From an optimization exercise on the open Yosys and OpenROAD flow, aimed at small area, a short achievable clock period and few clock cycles; shortcuts taken in it are not production practice. In this exercise RTL edits were held to simulation tests only and were not proved equivalent to the original. Power is estimated from default activity; no workload was simulated.

### design.v
module vmstack_core (
    input  wire        clk,
    input  wire        rst,           
    input  wire        start,         
    input  wire [8:0]  img_len,       
    output reg         mem_req,
    output reg         mem_we,
    output reg  [7:0]  mem_addr,
    output reg  [31:0] mem_wdata,
    input  wire        mem_ack,
    input  wire [31:0] mem_rdata,
    output wire [1:0]  run,
    output wire [2:0]  fcause,
    output wire [8:0]  pc,
    output wire [8:0]  sp,
    output wire [31:0] result,
    output wire        result_valid,
    output reg         trace_valid,
    output reg  [8:0]  trace_pc,
    output reg  [2:0]  trace_op,
    output reg  [31:0] trace_tos,
    output reg         trace_tos_valid
);
    localparam [8:0] ORIGIN    = 9'd100;
    localparam [8:0] MEM_WORDS = 9'd256;
    localparam [1:0] RUNNING = 2'd0, HALTED = 2'd1, FAULTED = 2'd2, NORUN = 2'd3;
    localparam [2:0] F_ILLEGAL   = 3'd1, F_UNDERFLOW = 3'd2, F_OVERFLOW = 3'd3,
                     F_DIVZERO   = 3'd4, F_RESERVED  = 3'd5, F_PCRANGE  = 3'd6;
    localparam [2:0] OP_HALT = 3'd0, OP_ADD = 3'd1, OP_SUB = 3'd2, OP_MUL = 3'd3,
                     OP_DIV  = 3'd4, OP_PUSH = 3'd5;
    localparam [3:0] S_IDLE    = 4'd0,
                     S_FETCH   = 4'd1,
                     S_DECODE  = 4'd2,
                     S_PUSH    = 4'd3,
                     S_HALT_RD = 4'd4,
                     S_RD_TOP  = 4'd5,
                     S_RD_SEC  = 4'd6,
                     S_EXEC    = 4'd7,
                     S_DIV     = 4'd8,
                     S_WRITE   = 4'd9;
    reg [3:0]  state;
    reg [1:0]  run_r;
    reg [2:0]  fcause_r;
    reg [8:0]  pc_r;
    reg [8:0]  sp_r;
    reg [8:0]  limit_r;
    reg [31:0] ir;
    reg [31:0] top_r;       
    reg [31:0] sec_r;       
    reg [31:0] res_r;       
    reg [31:0] result_r;
    reg [31:0] div_rem;
    reg [31:0] div_quo;
    reg [31:0] div_dvsr;
    reg        div_neg;
    reg [5:0]  div_cnt;
    assign run          = run_r;
    assign fcause       = fcause_r;
    assign pc           = pc_r;
    assign sp           = sp_r;
    assign result       = result_r;
    assign result_valid = (run_r == HALTED) && (sp_r < ORIGIN);
    wire [1:0]  tag     = ir[31:30];
    wire [29:0] payload = ir[29:0];
    wire        is_push     = (tag == 2'b00);
    wire        is_op       = (tag == 2'b01) && (payload <= 30'd4);
    wire        is_reserved = (tag == 2'b10);
    wire [2:0]  op_id       = payload[2:0];
    wire [31:0] sum  = sec_r + top_r;
    wire [31:0] diff = sec_r - top_r;
    wire [31:0] prod = sec_r * top_r;
    wire [32:0] div_sh   = {div_rem, div_quo[31]};
    wire [33:0] div_trial = {1'b0, div_sh} - {2'b00, div_dvsr};
    wire        div_fits  = ~div_trial[33];
    always @(*) begin
        mem_req   = 1'b0;
        mem_we    = 1'b0;
        mem_addr  = 8'd0;
        mem_wdata = 32'd0;
        case (state)
            S_FETCH: begin
                mem_req  = (pc_r < limit_r);
                mem_addr = pc_r[7:0];
            end
            S_PUSH: begin
                mem_req   = 1'b1;
                mem_we    = 1'b1;
                mem_addr  = sp_r[7:0] - 8'd1;
                mem_wdata = {2'b00, payload};
            end
            S_HALT_RD: begin
                mem_req  = 1'b1;
                mem_addr = sp_r[7:0];
            end
            S_RD_TOP: begin
                mem_req  = 1'b1;
                mem_addr = sp_r[7:0];
            end
            S_RD_SEC: begin
                mem_req  = 1'b1;
                mem_addr = sp_r[7:0] + 8'd1;
            end
            S_WRITE: begin
                mem_req   = 1'b1;
                mem_we    = 1'b1;
                mem_addr  = sp_r[7:0] + 8'd1;
                mem_wdata = res_r;
            end
            default: ;
        endcase
    end
    always @(posedge clk) begin
        if (rst) begin
            state       <= S_IDLE;
            run_r       <= NORUN;
            fcause_r    <= 3'd0;
            trace_valid <= 1'b0;
        end else begin
            trace_valid <= 1'b0;
            case (state)
                S_IDLE: begin
                    if (start) begin
                        if (img_len > (MEM_WORDS - ORIGIN)) begin
                            run_r    <= NORUN;      
                            fcause_r <= 3'd0;
                        end else begin
                            run_r    <= RUNNING;
                            fcause_r <= 3'd0;
                            pc_r     <= ORIGIN;
                            sp_r     <= ORIGIN;
                            limit_r  <= ORIGIN + img_len;
                            state    <= S_FETCH;
                        end
                    end
                end
                S_FETCH: begin
                    if (pc_r >= limit_r) begin
                        run_r    <= FAULTED;
                        fcause_r <= F_PCRANGE;
                        state    <= S_IDLE;
                    end else if (mem_ack) begin
                        ir    <= mem_rdata;
                        state <= S_DECODE;
                    end
                end
                S_DECODE: begin
                    if (is_reserved) begin
                        run_r    <= FAULTED;
                        fcause_r <= F_RESERVED;
                        state    <= S_IDLE;
                    end else if (!is_push && !is_op) begin
                        run_r    <= FAULTED;
                        fcause_r <= F_ILLEGAL;
                        state    <= S_IDLE;
                    end else if (is_push) begin
                        if (sp_r == 9'd0) begin
                            run_r    <= FAULTED;
                            fcause_r <= F_OVERFLOW;
                            state    <= S_IDLE;
                        end else begin
                            state <= S_PUSH;
                        end
                    end else if (op_id == OP_HALT) begin
                        if (sp_r < ORIGIN) begin
                            state <= S_HALT_RD;
                        end else begin
                            run_r           <= HALTED;
                            pc_r            <= pc_r + 9'd1;
                            trace_valid     <= 1'b1;
                            trace_pc        <= pc_r;
                            trace_op        <= OP_HALT;
                            trace_tos       <= 32'd0;
                            trace_tos_valid <= 1'b0;
                            state           <= S_IDLE;
                        end
                    end else begin
                        if (sp_r > ORIGIN - 9'd2) begin
                            run_r    <= FAULTED;
                            fcause_r <= F_UNDERFLOW;
                            state    <= S_IDLE;
                        end else begin
                            state <= S_RD_TOP;
                        end
                    end
                end
                S_PUSH: begin
                    if (mem_ack) begin
                        sp_r            <= sp_r - 9'd1;
                        pc_r            <= pc_r + 9'd1;
                        trace_valid     <= 1'b1;
                        trace_pc        <= pc_r;
                        trace_op        <= OP_PUSH;
                        trace_tos       <= {2'b00, payload};
                        trace_tos_valid <= 1'b1;
                        state           <= S_FETCH;
                    end
                end
                S_HALT_RD: begin
                    if (mem_ack) begin
                        result_r        <= mem_rdata;
                        run_r           <= HALTED;
                        pc_r            <= pc_r + 9'd1;
                        trace_valid     <= 1'b1;
                        trace_pc        <= pc_r;
                        trace_op        <= OP_HALT;
                        trace_tos       <= mem_rdata;
                        trace_tos_valid <= 1'b1;
                        state           <= S_IDLE;
                    end
                end
                S_RD_TOP: begin
                    if (mem_ack) begin
                        top_r <= mem_rdata;
                        state <= S_RD_SEC;
                    end
                end
                S_RD_SEC: begin
                    if (mem_ack) begin
                        sec_r <= mem_rdata;
                        state <= S_EXEC;
                    end
                end
                S_EXEC: begin
                    case (op_id)
                        OP_ADD: begin res_r <= sum;  state <= S_WRITE; end
                        OP_SUB: begin res_r <= diff; state <= S_WRITE; end
                        OP_MUL: begin res_r <= prod; state <= S_WRITE; end
                        default: begin  
                            if (top_r == 32'd0) begin
                                run_r    <= FAULTED;
                                fcause_r <= F_DIVZERO;
                                state    <= S_IDLE;
                            end else begin
                                div_rem  <= 32'd0;
                                div_quo  <= sec_r[31] ? -sec_r : sec_r;
                                div_dvsr <= top_r[31] ? -top_r : top_r;
                                div_neg  <= sec_r[31] ^ top_r[31];
                                div_cnt  <= 6'd32;
                                state    <= S_DIV;
                            end
                        end
                    endcase
                end
                S_DIV: begin
                    if (div_cnt == 6'd0) begin
                        res_r <= div_neg ? -div_quo : div_quo;
                        state <= S_WRITE;
                    end else begin
                        div_cnt <= div_cnt - 6'd1;
                        if (div_fits) begin
                            div_rem <= div_trial[31:0];
                            div_quo <= {div_quo[30:0], 1'b1};
                        end else begin
                            div_rem <= div_sh[31:0];
                            div_quo <= {div_quo[30:0], 1'b0};
                        end
                    end
                end
                S_WRITE: begin
                    if (mem_ack) begin
                        sp_r            <= sp_r + 9'd1;
                        pc_r            <= pc_r + 9'd1;
                        trace_valid     <= 1'b1;
                        trace_pc        <= pc_r;
                        trace_op        <= op_id;
                        trace_tos       <= res_r;
                        trace_tos_valid <= 1'b1;
                        state           <= S_FETCH;
                    end
                end
                default: state <= S_IDLE;
            endcase
        end
    end
endmodule
### config.mk
export PLATFORM = sky130hd
export DESIGN_NAME = vmstack_core
export DESIGN_NICKNAME = vmstack_core
export VERILOG_FILES = /design/flow/design.v
export SDC_FILE = /design/flow/constraint.sdc
export NUM_CORES = 4
export LEC_CHECK = 0
export CAP_MARGIN = 20
export CORE_MARGIN = 2
export CORE_UTILIZATION = 40
export SLEW_MARGIN = 20
### run.sh
#!/bin/bash
# synth_recipe.tcl (not shown) runs the flow's synth.tcl, then flattens the netlist and writes it again
# the make line also repeats each setting of config.mk as NAME=value (left out here)
make -C /OpenROAD-flow-scripts/flow DESIGN_CONFIG=/design/flow/config.mk WORK_HOME=/design/flow/orfs CLKGATE_MAP_FILE= SYNTH_SCRIPT=/design/flow/synth_recipe.tcl finish
### constraint.sdc
create_clock -name core_clock -period 10.0 [get_ports {clk}]
set_input_delay 2.0000 -clock core_clock [delete_from_list [all_inputs] [get_ports {clk}]]
set_output_delay 2.0000 -clock core_clock [all_outputs]
set_load 0.01 [all_outputs]
==> impl_metrics.toml <==
[placed_design]
placed_cell_area_sq_um = 39100
io_buffers = 188
post-place-cells = 4908
gp_congestion = 0.954
dp_hpwl_mm = 84.9
dpl_worst_slack_ns = 1.87

[logic_synthesis]
synth_top_family_by_area = "adder cells"
ys_warn_count = 1
synth_compound_area_frac = 0.102
synthFlopType = "edfxtp_1"
synth_top_area_cell = "edfxtp_1"
synth_nets = 4338
ys_types = 76
synthTopCellsByArea = "edfxtp_1, fa_1, ha_1"
synth_edf_count = 335
ys_seq_area_frac = 0.287
synthAdderAreaFrac = 0.306
synth_mux_area_frac = 0.00727
async_flop_share = 0
yosys_register_bits = 345
synth-simple-area-share = 0.153
synth.avg_cell_area_sq_um = 9.77
syn_area_sq_um = 35800
synth_top_area_frac = 0.281
synth_xor_area_frac = 0.0678
syn_inst = 3665

[pwr]
power_mw = 7.80
leakagePower_nw = 17.1
peakVddDrop_v = 0.000472
power_density_nw_per_um2 = 194

[clocking]
hold_buffers = 0
cts_buffers = 38
clk_latency_ns = 0.57
cts_sinks = 345
htreeDepth = 2
cts_resized = 0
clkTransAtPathRegs_ns = 0.06
cts_setup_buffers = 0
cts_root_buffer = "clkbuf_16"
cts_tree = "built"
clockBufferDepth = 3

[routing]
drtAntennaViolNets = 0
drt_wl_total_mm = 111
drc = 0
wl_per_cell_um = 22.3
num_vias = 26900
first_iter_violations = 2499
viasPerCell = 5.41
drt-pass1-iter-count = 6

[flow_run]
drv_cap = 0

[grt]
grt_pass1_wl_mm = 168
grt_pass1_vias = 27200
antenna_found_initial = 4
grt_usage = 0.243
grt_overflow = 0
grt_max_degree = 81

[finish]
layout_commonest_cell = "inv_1"
final_cell_mix = "inv_1, fa_1, nand2_1, edfxtp_1, and2_1"
final_cell_count_no_fill = 4976
fin_nets = 4457
layout-drive-gt1-share = 0.0431
synthToLayoutAreaGrowth_pct = 12.5
final_area_sq_um = 40300
multi_input_area_sq_um = 22800
nFillCells = 8383
final-seq-area_sq_um = 10300
final_util = 0.455

[timing]
final-setup-viol-count = 0
report.final.slew_viol_count = 0
rsz0062_at_grt = "false"
fin_crit_ns = 8.28
max_slew_margin = 0.278
setup_ws_ns = 1.72
final.period_utilization = 0.828
fin_hold_ws_ns = 0.458
finClkSkew_ns = 0.0223
hold_violations = 0
fmax_ghz = 0.121
finalSetupTns_ns = 0
worst-slew-pin-transition_ns = 1.08

[worst_setup_path]
reg2regPathDepth = 23
required_ns = 10.29
crit_arrival_ns = 8.57
cp_max_fo = 20
cp-end-kind = "flop"
crit_type = "flop to flop"
crit_path_start_kind = "flop"

[die]
rows = 109
io_pins = 189
die_h_um = 303
die_w_um = 303
core_sq_um = 88500
die-area_sq_um = 91900
start_util = 0.404

[worst_hold_path]
hp-class = "flop to flop"
hold_depth = 2

[status]
status = "finished clean"
metal layers:
layer,part of all wire,GRT usage,wire (um)
met5,0.00011,0,12
met4,0.039,0.0874,4360
met1,0.43,0.334,47300
met3,0.071,0.0351,7870
met2,0.46,0.393,51500
registers in the layout (all words and copies together), names as in the netlist, 4 cells and up:
register and cells:
div_dvsr 32, top_r 32, div_cnt 6, state 4
div_quo 32, ir 32, sec_r 32, limit_r 9
div_rem 32, result_r 32, trace_tos 32, sp_r 9
trace_pc 9, res_r 32, pc_r 9
worst max-delay path, stage by stage, from the launching register on:
cell and delay [ns]:
edfxtp_1 0.96, nand2_1 0.19, fa_1 0.58, inv_1 0.05
fa_1 0.41, fa_1 0.55, inv_1 0.05, fa_1 0.53
inv_1 0.06, fa_1 0.46, ha_1 0.33, fa_1 0.54
inv_1 0.07, fa_1 0.53, inv_1 0.04, ha_1 0.21
or3_1 0.39, a2111oi_0 0.52, nor3_1 0.28, a21o_1 0.24
a21oi_1 0.18, xnor2_1 0.12, a221oi_1 0.61, a21oi_1 0.10
power by group:
| part | switching [mW] | total, mW | internal, mW |
|---|---|---|---|
| logic | 2.74 | 4.61 | 1.86 |
| clock network | 0.617 | 1.41 | 0.793 |
| registers | 0.0763 | 1.79 | 1.71 |
| total | 3.44 | 7.80 | 4.37 |
synth_stat cells, drive strengths merged (4+ instances only):
library cell / n
a22o: 32
or3: 15
nand3: 35
nor3b: 5
o31ai: 30
o22ai: 4
nor2: 154
and3: 12
xor2: 127
o211ai: 8
nor2b: 16
a31oi: 11
clkbuf: 174
nor4: 18
o31a: 9
a22oi: 10
ha: 216
xnor2: 150
o21ai: 143
buf: 16
o41ai: 13
nand3b: 5
edfxtp: 335
a21oi: 154
inv: 540
and2: 314
a211oi: 29
or2: 4
nand2: 397
a21boi: 6
dfxtp: 10
nand4: 7
nor4b: 6
o21bai: 17
or4: 17
o21a: 22
o2111ai: 5
and4: 6
mux2i: 26
a21o: 46
a221oi: 4
nand2b: 28
fa: 412
nor3: 46
final timing paths:
path / from / end / slack, ns
max: top_r[10] / res_r[19] / 1.72
min: fcause_r[0] / fcause_r[0] / 0.46
max reg2reg: top_r[10] / res_r[19] / 1.72
min reg2reg: fcause_r[0] / fcause_r[0] / 0.46
kinds of logic after synthesis:
family	Yosys count
muxes	26
DFF	345
buffers and inverters	730
AOI/OAI and AO/OA	570
xor gates and xnor gates	277
and+or+nand+nor	1089
adders and majority gates	628
layout make-up:
class                   instances  share of cell area
multi-input cells            2590               0.567
inverters                     540              0.0503
diodes                          2            0.000124
clock inverters                21             0.00488
well taps                    1165              0.0362
clock buffers                  44              0.0247
flip-flops and latches        345               0.255
repair buffers                269              0.0621
Testbench counts, summed over its fixed seeds: cycles 142,053.

-- afterwards: timing with drivers on the ports --
The flow's constraints put no driver on any port. The routed layout listed below was extracted and timed again, unchanged, in two steps. Step 1: set_driving_cell puts a clkbuf_16 on clk and a buf_2 on each other input, an assumption about the parent block. Step 2, shift: input delay + t, output delay - t, t = (earliest + latest rising clock arrival at the registers) / 2. This alone moves slack from input paths to output paths. Slacks: ideal / step 1 / step 2; pairs: ideal / step 1.
shift t [ns]: 0.629
slack for setup (ns): 1.717 / 1.717 / 1.717
worst setup path after step 2: register to register
After both steps this run still meets setup and hold. For this run, drivers alone change the setup slack by 0.000 ns; drivers and shift together by 0.000 ns.
